This design comes from an exercise in tuning for small area, a short achievable clock period and few clock cycles per item on the open sky130 flow, not from production work. In this exercise RTL edits were held to simulation tests only and were not proved equivalent to the original.

==> try-ember <==
==> flow/design.v (excerpt) <==
module qnt_quantizer (
    input  wire        clk,
    input  wire        rst,
    input  wire        cmd_valid,
    output wire        cmd_ready,
    input  wire [63:0] cmd_word,
    output wire        rsp_valid,
    input  wire        rsp_ready,
    output wire [63:0] rsp_word
);
export LEC_CHECK = 0
export CAP_MARGIN = 20
export CORE_MARGIN = 2
export CORE_UTILIZATION = 40
export SLEW_MARGIN = 20
export SYNTH_MEMORY_MAX_BITS = 16384
create_clock -name core_clock -period 12.0 [get_ports {clk}]
standard.sh (not shown) runs the stock make flow with config.mk's settings and CLKGATE_MAP_FILE= SYNTH_SCRIPT=/design/flow/synth_recipe.tcl, a recipe that flattens the netlist after the stock synthesis.
==> flow/flow/run.sh <==
#!/bin/bash
# The standard layout (standard.sh), with setup repair aiming for 8.5 ns
# of slack at the design's 12 ns clock (SETUP_SLACK_MARGIN), so that
# repair_timing sizes the pipeline's paths well below the clock period.
# Synthesis, constraints, floorplan, power grid, placement, clock tree and
# routing are otherwise the standard flow's.
set -euo pipefail
bash standard.sh SETUP_SLACK_MARGIN=8.5 finish > standard.log 2>&1
==> try-indigo: changes against try-ember <==
--- a/flow/design.v
+++ b/flow/design.v
@@ -5,30 +5,31 @@
     output wire        cmd_ready,
     input  wire [63:0] cmd_word,
     output wire        rsp_valid,
     input  wire        rsp_ready,
     output wire [63:0] rsp_word
 );
-  reg go;             
+  reg rdy;            
   reg s1_v, s2_v, s3_v;
   reg o_v, k_v;       
+  wire go = ~k_v;     
   wire incoming = go & s3_v;
   wire o_en     = ~o_v | rsp_ready;
   wire k_v_nx   = o_en ? (k_v & incoming) : (k_v | incoming);
-  assign cmd_ready = go;
+  assign cmd_ready = rdy;
   assign rsp_valid = o_v;
   always @(posedge clk) begin
     if (rst) begin
-      go   <= 1'b1;
+      rdy  <= 1'b1;
       s1_v <= 1'b0;
       s2_v <= 1'b0;
       s3_v <= 1'b0;
       o_v  <= 1'b0;
       k_v  <= 1'b0;
     end else begin
-      go  <= ~k_v_nx;
+      rdy <= ~k_v_nx;
       k_v <= k_v_nx;
       if (o_en) o_v <= k_v | incoming;
       if (go) begin
         s1_v <= cmd_valid;
         s2_v <= s1_v;
         s3_v <= s2_v;
@@ -37,26 +38,27 @@
   end
   wire [7:0] op   = cmd_word[63:56];
   wire       is30 = (op == 8'h30);
   wire       is31 = (op == 8'h31);
   wire       qok  = is30 && (cmd_word[55:32] == 24'd0);
   wire       pok  = is31 && (cmd_word[55:8] == 48'd0);
-  reg        s1_qnt, s1_pal, s1_ref, s1_oth, s1_31;
+  wire [7:0] s_x = cmd_word[31:24] ^ cmd_word[23:16] ^ cmd_word[15:8];
+  wire [7:0] s_y = (cmd_word[31:24] & cmd_word[23:16]) | (cmd_word[31:24] & cmd_word[15:8]) |
+                   (cmd_word[23:16] & cmd_word[15:8]);
+  reg  [1:0] s1_t;
+  reg        s1_ref;
   reg  [7:0] s1_r, s1_g, s1_b;    
   reg  [9:0] s1_s;                
   always @(posedge clk) begin
     if (go) begin
-      s1_qnt <= qok & cmd_word[7];
-      s1_pal <= pok;
+      s1_t   <= {~(is30 | is31) | (qok & ~cmd_word[7]), is31 | (qok & ~cmd_word[7])};
       s1_ref <= ~(qok | pok);
-      s1_oth <= ~(is30 | is31);
-      s1_31  <= is31;
       s1_r   <= cmd_word[31:24] | (cmd_word[7:0] & {8{op[0]}});
       s1_g   <= (is30 | is31) ? cmd_word[23:16] : op;
       s1_b   <= cmd_word[15:8];
-      s1_s   <= cmd_word[31:24] + cmd_word[23:16] + cmd_word[15:8];
+      s1_s   <= {2'd0, s_x} + {1'b0, s_y, 1'b0};
     end
   end
   wire t1 = (s1_s[9] | (s1_s[8] | (s1_s[7] | (s1_s[6] | (s1_s[5] | (s1_s[4] & (s1_s[3] | (s1_s[2] | (s1_s[1] | s1_s[0])))))))));
   wire t2 = (s1_s[9] | (s1_s[8] | (s1_s[7] | (s1_s[6] | (s1_s[5] & (s1_s[4] & (s1_s[3] | (s1_s[2] | s1_s[1]))))))));
   wire t3 = (s1_s[9] | (s1_s[8] | (s1_s[7] | (s1_s[6] & (s1_s[5] | (s1_s[4] & (s1_s[3] | (s1_s[2] | (s1_s[1] & s1_s[0])))))))));
   wire t4 = (s1_s[9] | (s1_s[8] | (s1_s[7] | (s1_s[6] & (s1_s[5] & (s1_s[4] & (s1_s[3] | s1_s[2])))))));
@@ -112,13 +114,13 @@
     input [7:0] gl;
     reg [6:0] m;
     reg [4:0] dh;
     begin
       m  = c[6:0] - gl[6:0];
       dh = {1'b0, c[7:4]} - {1'b0, gl[7:4]};
-      offs = {(dh[4] ? (dh >= 5'd29) : (dh <= 5'd3)), m};
+      offs = {(dh[4] ? (dh >= 5'd29) : (dh <= 5'd3)), m[6], m[5:0] ^ {6{m[6]}}};
     end
   endfunction
   wire [7:0] mr = offs(s1_r, gv);
   wire [7:0] mg = offs(s1_g, gv);
   wire [7:0] mb = offs(s1_b, gv);
   wire r_ge1 = (s1_r[7] | (s1_r[6] | (s1_r[5] | (s1_r[4] & (s1_r[3] & (s1_r[2] | s1_r[1]))))));
@@ -152,56 +154,59 @@
       endcase
     end
   endfunction
   wire [5:0] er = s1_r[5:0] - m51(kr);    
   wire [5:0] eg = s1_g[5:0] - m51(kg);
   wire [5:0] eb = s1_b[5:0] - m51(kb);
-  wire [7:0] cube_idx = 8'd1 + 8'd36 * kr + 8'd6 * kg + kb;
+  wire [5:0] cube_lo  = {kg, 2'b0} + {kg, 1'b0} + kb + 6'd1;
+  wire [5:0] cube_hi  = {kr, 3'b0} + kr;
+  wire [7:0] cube_idx = {cube_hi + {2'd0, cube_lo[5:2]}, cube_lo[1:0]};
   wire [7:0] pi  = s1_r;
   wire p1 = pi >= 8'd37;
   wire p2 = pi >= 8'd73;
   wire p3 = pi >= 8'd109;
   wire p4 = pi >= 8'd145;
   wire p5 = pi >= 8'd181;
   wire [5:0] pcj = p5 ? 6'd11 : p4 ? 6'd47 : p3 ? 6'd19 : p2 ? 6'd55 : p1 ? 6'd27 : 6'd63;
   wire [5:0] pj  = pi[5:0] + pcj;
   wire [3:0] ptr = {p3, (p2 & ~p3) | p4, (p1 & ~p3) | p5, (p1 & ~p2) | (p3 & ~p4) | p5};    
   wire pcube = (pi != 8'd0) && (pi <= 8'd216);
   wire pgrey = (pi >= 8'd217) && (pi <= 8'd240);
-  reg        s2_qnt, s2_pal, s2_ref, s2_oth, s2_31;
+  wire       s1_pal = (s1_t == 2'b01) & ~s1_ref;
+  wire       s1_oth = (s1_t == 2'b10);
+  reg  [1:0] s2_t;
+  reg        s2_ref;
   reg  [6:0] s2_mr, s2_mg, s2_mb;    
   reg        s2_near;
   reg  [17:0] s2_e;        
   reg  [4:0] s2_n;
   reg  [7:0] s2_idx;       
   always @(posedge clk) begin
     if (go) begin
-      s2_qnt <= s1_qnt;
-      s2_pal <= s1_pal;
+      s2_t   <= s1_t;
       s2_ref <= s1_ref;
-      s2_oth <= s1_oth;
-      s2_31  <= s1_31;
       s2_mr  <= mr[6:0];
       s2_mg  <= mg[6:0];
       s2_mb  <= mb[6:0];
       s2_near <= mr[7] & mg[7] & mb[7];
-      s2_e   <= s1_pal ? {6'd0, pcube, pgrey, ptr, pj} : {er, eg, eb};
+      s2_e   <= s1_pal ? {6'd0, pcube, pgrey, ptr, pj} :
+                {er[5], er[4:0] ^ {5{er[5]}}, eg[5], eg[4:0] ^ {5{eg[5]}}, eb[5], eb[4:0] ^ {5{eb[5]}}};
       s2_n   <= gn;
       s2_idx <= s1_pal ? s1_r : s1_oth ? s1_g : cube_idx;
     end
   end
-  wire [5:0] ur = s2_mr[5:0] ^ {6{s2_mr[6]}};
-  wire [5:0] ug = s2_mg[5:0] ^ {6{s2_mg[6]}};
-  wire [5:0] ub = s2_mb[5:0] ^ {6{s2_mb[6]}};
+  wire [5:0] ur = s2_mr[5:0];
+  wire [5:0] ug = s2_mg[5:0];
+  wire [5:0] ub = s2_mb[5:0];
   wire near = s2_near;
   wire [5:0] er2 = s2_e[17:12];
   wire [5:0] eg2 = s2_e[11:6];
   wire [5:0] eb2 = s2_e[5:0];
-  wire [4:0] ar = er2[4:0] ^ {5{er2[5]}};
-  wire [4:0] ag = eg2[4:0] ^ {5{eg2[5]}};
-  wire [4:0] ab = eb2[4:0] ^ {5{eb2[5]}};
+  wire [4:0] ar = er2[4:0];
+  wire [4:0] ag = eg2[4:0];
+  wire [4:0] ab = eb2[4:0];
   reg [7:0] ptgb;    
   always @(*) begin
     case (s2_e[5:0])
       6'd0: ptgb = 8'h00;
       6'd1: ptgb = 8'h03;
       6'd2: ptgb = 8'h06;
@@ -480,23 +485,22 @@
   wire fc236 = (fc186 & fc188) | (fc186 & fc190) | (fc188 & fc190);
   wire fs237 = fs191 ^ fs193 ^ fs195;
   wire fc238 = (fs191 & fs193) | (fs191 & fs195) | (fs193 & fs195);
   wire fs239 = 1'b1 ^ fc192 ^ fc194;
   wire fc240 = (1'b1 & fc192) | (1'b1 & fc194) | (fc192 & fc194);
   wire [49:0] tb = {1'b1, fc240, fs239, fc238, fc236, fc196, fs237, fs235, fc234, fc232, fs233, fs231, fc230, fc228, fs229, fs227, fc226, fc224, fs225, fs223, fc222, fc220, fs221, fs219, fc218, fc216, fs217, fs215, fc214, fc212, fs213, fs211, fc210, fc208, fs209, fs207, fc206, fc204, fs205, fs203, hc202, fc200, hs201, fs199, fc198, hs141, fs197, hs135, fs133, fs77};
-  reg        s3_qnt, s3_pal, s3_ref, s3_oth, s3_31, s3_near;
+  wire       s2_pal = (s2_t == 2'b01) & ~s2_ref;
+  reg  [1:0] s3_t2;
+  reg        s3_ref, s3_near;
   reg  [49:0] s3_t;        
   reg  [4:0] s3_n;
   reg  [7:0] s3_idx;
   always @(posedge clk) begin
     if (go) begin
-      s3_qnt  <= s2_qnt;
-      s3_pal  <= s2_pal;
+      s3_t2   <= s2_t;
       s3_ref  <= s2_ref;
-      s3_oth  <= s2_oth;
-      s3_31   <= s2_31;
       s3_near <= near;
       s3_n    <= s2_n;
       s3_idx  <= s2_idx;
       s3_t    <= s2_pal ? {36'd0, ppal} : tb;
     end
   end
@@ -552,12 +556,16 @@
   wire hc290 = s3_t[48] & fc264;
   wire [14:0] fa = {s3_t[49], hc290, fc288, fc286, fc284, fc282, fc280, fc278, fc276, fc274, fc272, fc270, fc268, hc266, hs241};
   wire [14:0] fb = {1'b0, 1'b0, hs289, fs287, fs285, fs283, fs281, fs279, fs277, fs275, fs273, fs271, fs269, fs267, hs265};
   wire [14:0] fsum = fa + fb;    
   wire grey = s3_near & ~fsum[14];
   wire [7:0] q_idx = grey ? (8'd217 + {3'd0, s3_n}) : s3_idx;
+  wire s3_qnt = (s3_t2 == 2'b00) & ~s3_ref;
+  wire s3_pal = (s3_t2 == 2'b01) & ~s3_ref;
+  wire s3_oth = (s3_t2 == 2'b10);
+  wire s3_31  = (s3_t2 == 2'b01);
   reg  [7:0] pv;    
   always @(*) begin
     case (s3_idx[4:0])
       5'd25: pv = 8'd0;
       5'd26: pv = 8'd11;
       5'd27: pv = 8'd22;
@@ -589,21 +597,26 @@
   wire [11:0] c_x    = s3_pal ? (s3_t[13] ? s3_t[11:0] : {4'd0, pv}) : {4'd0, s3_qnt ? q_idx : s3_idx};
   wire [16:0] c_rsp  = {c_mode, c_x, s3_ref, s3_oth, s3_31};
   reg  [16:0] k_d;
   reg  [7:0]  o_op;
   reg         o_ref;
   reg  [23:0] o_pay;
-  wire [16:0] n_rsp = k_v ? k_d : c_rsp;
+  wire [11:0] c_x0   = s3_pal ? (s3_t[13] ? s3_t[11:0] : {4'd0, pv}) : {4'd0, s3_idx};
+  wire [16:0] n_rsp = k_v ? k_d : {c_mode, c_x0, s3_ref, s3_oth, s3_31};
+  wire        use_g = ~k_v & s3_qnt & grey;
+  wire [7:0]  g_idx = 8'd217 + {3'd0, s3_n};
   wire [1:0]  n_mode = n_rsp[16:15];
   wire [11:0] n_x    = n_rsp[14:3];
   always @(posedge clk) begin
     if (incoming) k_d <= c_rsp;
     if (o_en) begin
       o_op  <= n_rsp[1] ? n_x[7:0] : {7'h18, n_rsp[0]};
       o_ref <= n_rsp[2];
-      o_pay <= (n_mode == 2'd3) ? {n_x[11:8], n_x[11:8], n_x[7:4], n_x[7:4], n_x[3:0], n_x[3:0]} :
-               (n_mode == 2'd2) ? {n_x[7:0], n_x[7:0], n_x[7:0]} :
-               (n_mode == 2'd1) ? {16'd0, n_x[7:0]} : 24'd0;
+      o_pay[23:8] <= (n_mode == 2'd3) ? {n_x[11:8], n_x[11:8], n_x[7:4], n_x[7:4]} :
+                     (n_mode == 2'd2) ? {n_x[7:0], n_x[7:0]} : 16'd0;
+      o_pay[7:0]  <= use_g ? g_idx :
+                     (n_mode == 2'd3) ? {n_x[3:0], n_x[3:0]} :
+                     (n_mode[1] | n_mode[0]) ? n_x[7:0] : 8'd0;
     end
   end
   assign rsp_word = {o_op, 3'd0, o_ref, 28'd0, o_pay};
 endmodule
==> flow/flow/run.sh (replaced) <==
#!/bin/bash
set -euo pipefail
bash standard.sh SETUP_SLACK_MARGIN=8.2 \
  "BUFFER_PORTS_ARGS=-buffer_cell sky130_fd_sc_hd__buf_2" finish > standard.log 2>&1
Settings changed: CTS_BUF_LIST set to sky130_fd_sc_hd__clkbuf_8, TNS_END_PERCENT set to 10.
==> comparison table <==
| quantity | try-ember | try-indigo |
|---|---|---|
| Run status | no timing/DRC/antenna violations | no timing/DRC/antenna violations |
| Most numerous cell on the critical path | sky130_fd_sc_hd__or3_4 | sky130_fd_sc_hd__inv_2 |
| Number of sinks handled by clock tree synthesis | 238 | 232 |
| Global Route met1 Usage | 0.259 | 0.251 |
| Post-Place Cell Area | 20400 um^2 | 19200 um^2 |
| Via density per instance | 5.19 | 5.21 |
| Sequential fraction of total cell area | 0.286 | 0.314 |
| Cell count after synthesis | 1769 | 1758 |
| Share of the synthesized area in the top cell type | 0.349 | 0.347 |
| Multi-input gate share of the layout cell area | 0.505 | 0.517 |
| Total of flip-flops plus latches after synthesis | 238 | 232 |
| Overall track demand over capacity in global routing | 0.197 | 0.196 |
| Compound-gate portion of the synthesized area | 0.127 | 0.125 |
Testbench counts of try-ember, summed over its fixed seeds: cycles 2,592, items 2,560.
Testbench counts of try-indigo, summed over its fixed seeds: cycles 2,592, items 2,560.

[separate check: timing with driven ports]
In the flow no input, the clock included, has a driving cell. The finished layouts below were timed again as built, in two steps.
Step 1: set_driving_cell puts a clkbuf_16 on clk and a buf_2 on each other input, an assumption about the parent block.
Step 2 adds t to the input delays and takes it off the output delays; t is the mean of the earliest and latest rising clock arrival at the registers after step 1. Input paths then give back, and output paths get back, about the clock's delay inside the block.
a / b / c = ideal ports / drivers / drivers and shift; a / b = the first two.
run | t (ns) | setup slack, ns | hold slack, ns | worst register clock-pin slew, ns | pins driven straight from the clock port
try-ember | 0.619 | 8.019 / 8.019 / 7.415 | 0.425 / 0.425 / 0.425 | 0.07 / 0.07 | 1
try-indigo | 0.655 | 8.002 / 8.002 / 7.396 | 0.416 / 0.416 / 0.416 | 0.08 / 0.08 | 1
After both steps setup and hold are still met in every run listed. The setup slack of try-indigo, which loses most, moves by 0.000 ns with the drivers and by -0.606 ns with both steps.
